This design comes from an exercise in tuning for small area, a short achievable clock period and few clock cycles on the open sky130 flow, not from production work.
The RTL was checked by simulation tests, not by an equivalence proof against the original design.

the baseline:
## pix_tobj
module pix_tobj (
    input  wire        clk,
    input  wire        rst,
    input  wire        in_valid,
    output wire        in_ready,
    input  wire [31:0] ta,
    input  wire [31:0] vir,
    input  wire [31:0] alpha,
    output reg         out_valid,
    output wire [31:0] out_to,
    output reg  [15:0] out_enc,
    output reg         out_clamped
);
    localparam [31:0] K_KELVIN = 32'h43889333;    
    localparam integer L_DIV = 14, L_ADD = 3, L_SQ1 = 11, L_SQ2 = 11, L_M100 = 2;
    localparam integer L_TOT = L_DIV + L_ADD + L_SQ1 + L_SQ2 + L_ADD + L_ADD + L_M100 + 1;
    localparam integer L_TO  = L_ADD + L_M100 + 1;    
    localparam [4:0]   SW_MIN = 5'd16;                 
    reg         rdy;
    reg         in_v, in_new;
    reg  [31:0] vir_r, al_r;
    reg  [31:0] lt_ta;
    reg         lt_valid;
    reg         cur;
    reg  [4:0]  since_sw;
    reg  [31:0] slot0, slot1;
    reg         ktgt;
    assign in_ready = rdy;
    wire accept    = in_valid && rdy;
    wire newta     = !lt_valid || (ta != lt_ta);
    wire can_start = (since_sw >= SW_MIN);
    wire kst_in    = accept && newta && can_start;       
    wire kst_hold  = in_v && in_new && can_start;         
    wire kstart    = kst_in || kst_hold;
    wire adv       = in_v && (!in_new || can_start);
    wire [31:0] k4_val;
    wire        k4_done;
    fp_k4 u_k4 (.clk(clk), .rst(rst), .start(kstart), .ta(kst_in ? ta : lt_ta), .k4(k4_val), .done(k4_done));
    always @(posedge clk) begin
        if (rst) begin
            rdy      <= 1'b1;
            in_v     <= 1'b0;
            lt_valid <= 1'b0;
            since_sw <= 5'd31;
            cur      <= 1'b0;
            ktgt     <= 1'b0;
        end else begin
            if (kstart) begin
                cur      <= ~cur;
                ktgt     <= ~cur;
                since_sw <= 5'd0;
            end else if (since_sw != 5'd31)
                since_sw <= since_sw + 5'd1;
            if (accept) begin
                in_v     <= 1'b1;
  ...
clock: 20.0 ns
lec_check: 0
abc_area: 1
cap_margin: 60
core_margin: 2
core_utilization: 55
cts_buf_list: sky130_fd_sc_hd__clkbuf_8
place_density: 0.7
slew_margin: 80
run.sh (not shown) runs the stock make flow with config.mk's settings and CLKGATE_MAP_FILE= SYNTH_SCRIPT=/design/flow/synth_recipe.tcl, a recipe that flattens the netlist after the stock synthesis.
Testbench counts of the baseline, summed over its fixed seeds: cycles 2,432.
#### Input delta (the candidate over the baseline)
--- a/flow/design.v
+++ b/flow/design.v
@@ -297,41 +297,21 @@
 module fp_div (
     input  wire        clk,
     input  wire [31:0] a,
     input  wire [31:0] b,
     output reg  [31:0] r
 );
     localparam [31:0] QNAN = 32'h7FC00000;
     localparam [1:0]  C_NUM = 2'd0, C_NAN = 2'd1, C_INF = 2'd2, C_ZERO = 2'd3;
-    function [28:0] psub(input [27:0] a, input [27:0] b);
-        reg [27:0] g, p, G, P;
-        integer    l, i;
-        begin
-            g = a & ~b;
-            p = a ^ ~b;
-            G = g;
-            P = p;
-            G[0] = g[0] | p[0];           
-            for (l = 0; l < 5; l = l + 1)
-                for (i = 27; i >= 0; i = i - 1)
-                    if (((i >> l) & 1) == 1) begin
-                        G[i] = G[i] | (P[i] & G[((i >> l) << l) - 1]);
-                        P[i] = P[i] & P[((i >> l) << l) - 1];
-                    end
-            psub[0] = ~p[0];
-            for (i = 1; i < 28; i = i + 1) psub[i] = p[i] ^ G[i-1];
-            psub[28] = G[27];
-        end
-    endfunction
     function [24:0] dstep(input [23:0] rem, input [23:0] d);
-        reg [28:0] t;
+        reg [24:0] t;
         begin
-            t = psub({3'b000, rem, 1'b0}, {4'b0000, d});
-            dstep = t[28] ? {1'b1, t[23:0]} : {1'b0, rem[22:0], 1'b0};
+            t = {rem, 1'b0} - {1'b0, d};
+            dstep = t[24] ? {1'b0, rem[22:0], 1'b0} : {1'b1, t[23:0]};
         end
     endfunction
     wire               as, bs;
     wire signed [11:0] ae, be;
     wire [23:0]        am, bm;
     wire               az, ai, an, bz, bi, bn;
     fp_unpack ua (.x(a), .s(as), .e(ae), .m(am), .is_zero(az), .is_inf(ai), .is_nan(an));
     fp_unpack ub (.x(b), .s(bs), .e(be), .m(bm), .is_zero(bz), .is_inf(bi), .is_nan(bn));
@@ -414,45 +394,26 @@
     wire [25:0] x_R  = x_e[0] ? {1'b1, x_m, 2'b00} : {2'b01, x_m, 1'b0};
     wire [7:0]  x_ef = x_e[8:1] + 8'd127;    
     reg [26:0] sr_rem  [0:9];
     reg [24:0] sr_root [0:9];
     reg [25:0] sr_R    [0:9];
     reg [7:0]  sr_ef   [0:9];
     reg        sr_s    [0:9];
     reg [1:0]  sr_c    [0:9];
-    function [28:0] psub(input [27:0] a, input [27:0] b);
-        reg [27:0] g, p, G, P;
-        integer    l, i;
-        begin
-            g = a & ~b;
-            p = a ^ ~b;
-            G = g;
-            P = p;
-            G[0] = g[0] | p[0];           
-            for (l = 0; l < 5; l = l + 1)
-                for (i = 27; i >= 0; i = i - 1)
-                    if (((i >> l) & 1) == 1) begin
-                        G[i] = G[i] | (P[i] & G[((i >> l) << l) - 1]);
-                        P[i] = P[i] & P[((i >> l) << l) - 1];
-                    end
-            psub[0] = ~p[0];
-            for (i = 1; i < 28; i = i + 1) psub[i] = p[i] ^ G[i-1];
-            psub[28] = G[27];
-        end
-    endfunction
     function [52:0] sstep(input [26:0] rem, input [24:0] root, input [1:0] pr, input integer j);
         reg [27:0] rs, tr, df;
         reg [27:0] mk;
         reg        g;
         begin
             mk = (28'd1 << (j + 2)) - 28'd1;
             rs = ({rem, pr}) & mk;
             tr = ({root, 2'b01}) & mk;
-            {g, df} = psub(rs, tr);
+            df = rs - tr;
+            g  = (rs >= tr);
             rs = g ? df : rs;
             mk = (28'd1 << (j + 1)) - 28'd1;
             rs = rs & mk;
             sstep = {g, rs[26:0], root[23:0], g};
         end
     endfunction
     function [1:0] pairof(input [25:0] R, input integer j);
         begin
==> comparison <==
- Compared with the baseline, the candidate shows total non-filler cell area in the finished layout higher by about 1.5%.
- NOTE placed standard-cell area the baseline->the candidate increased slightly
- There was hardly any difference in register area between the baseline and the candidate.
- From the baseline to the candidate the numbers moved as follows: final design utilization +0.27 points, share of the clock period used by the worst path after layout now sits lower, synthesized area shows an increase of 2100 sq um, area share of and/or/nand/nor cells after synthesis now sits lower.
- Compared with the baseline, the candidate shows a layout overhead on the synthesized area that is 0.43 points higher.
- Setup slack, the candidate and the baseline: larger value in the candidate
- Synthesized netlist cell count was lower in the baseline than in the candidate.
Testbench counts of the candidate, summed over its fixed seeds: cycles 2,432.

separate check: timing with driven ports:
The flow's constraints put no driver on any port. The routed layouts listed below were extracted and timed again, unchanged, in two steps. Step 1 assumes that a clkbuf_16 drives the clock port and a buf_2 every other input. Step 2, shift: input delay + t, output delay - t, t = (earliest + latest rising clock arrival at the registers) / 2. This alone moves slack from input paths to output paths. a / b / c = ideal / step 1 / step 2; a / b = the first two.
run	t (ns)	setup WS [ns]	clock arrival spread, ns
the baseline	1.263	12.774 / 12.774 / 12.313	0.083 / 0.084
the candidate	1.266	12.934 / 12.934 / 12.772	0.113 / 0.113
After both steps setup and hold are still met in every run listed. For the baseline, which loses most, drivers alone change the setup slack by 0.000 ns; drivers and shift together by -0.461 ns.
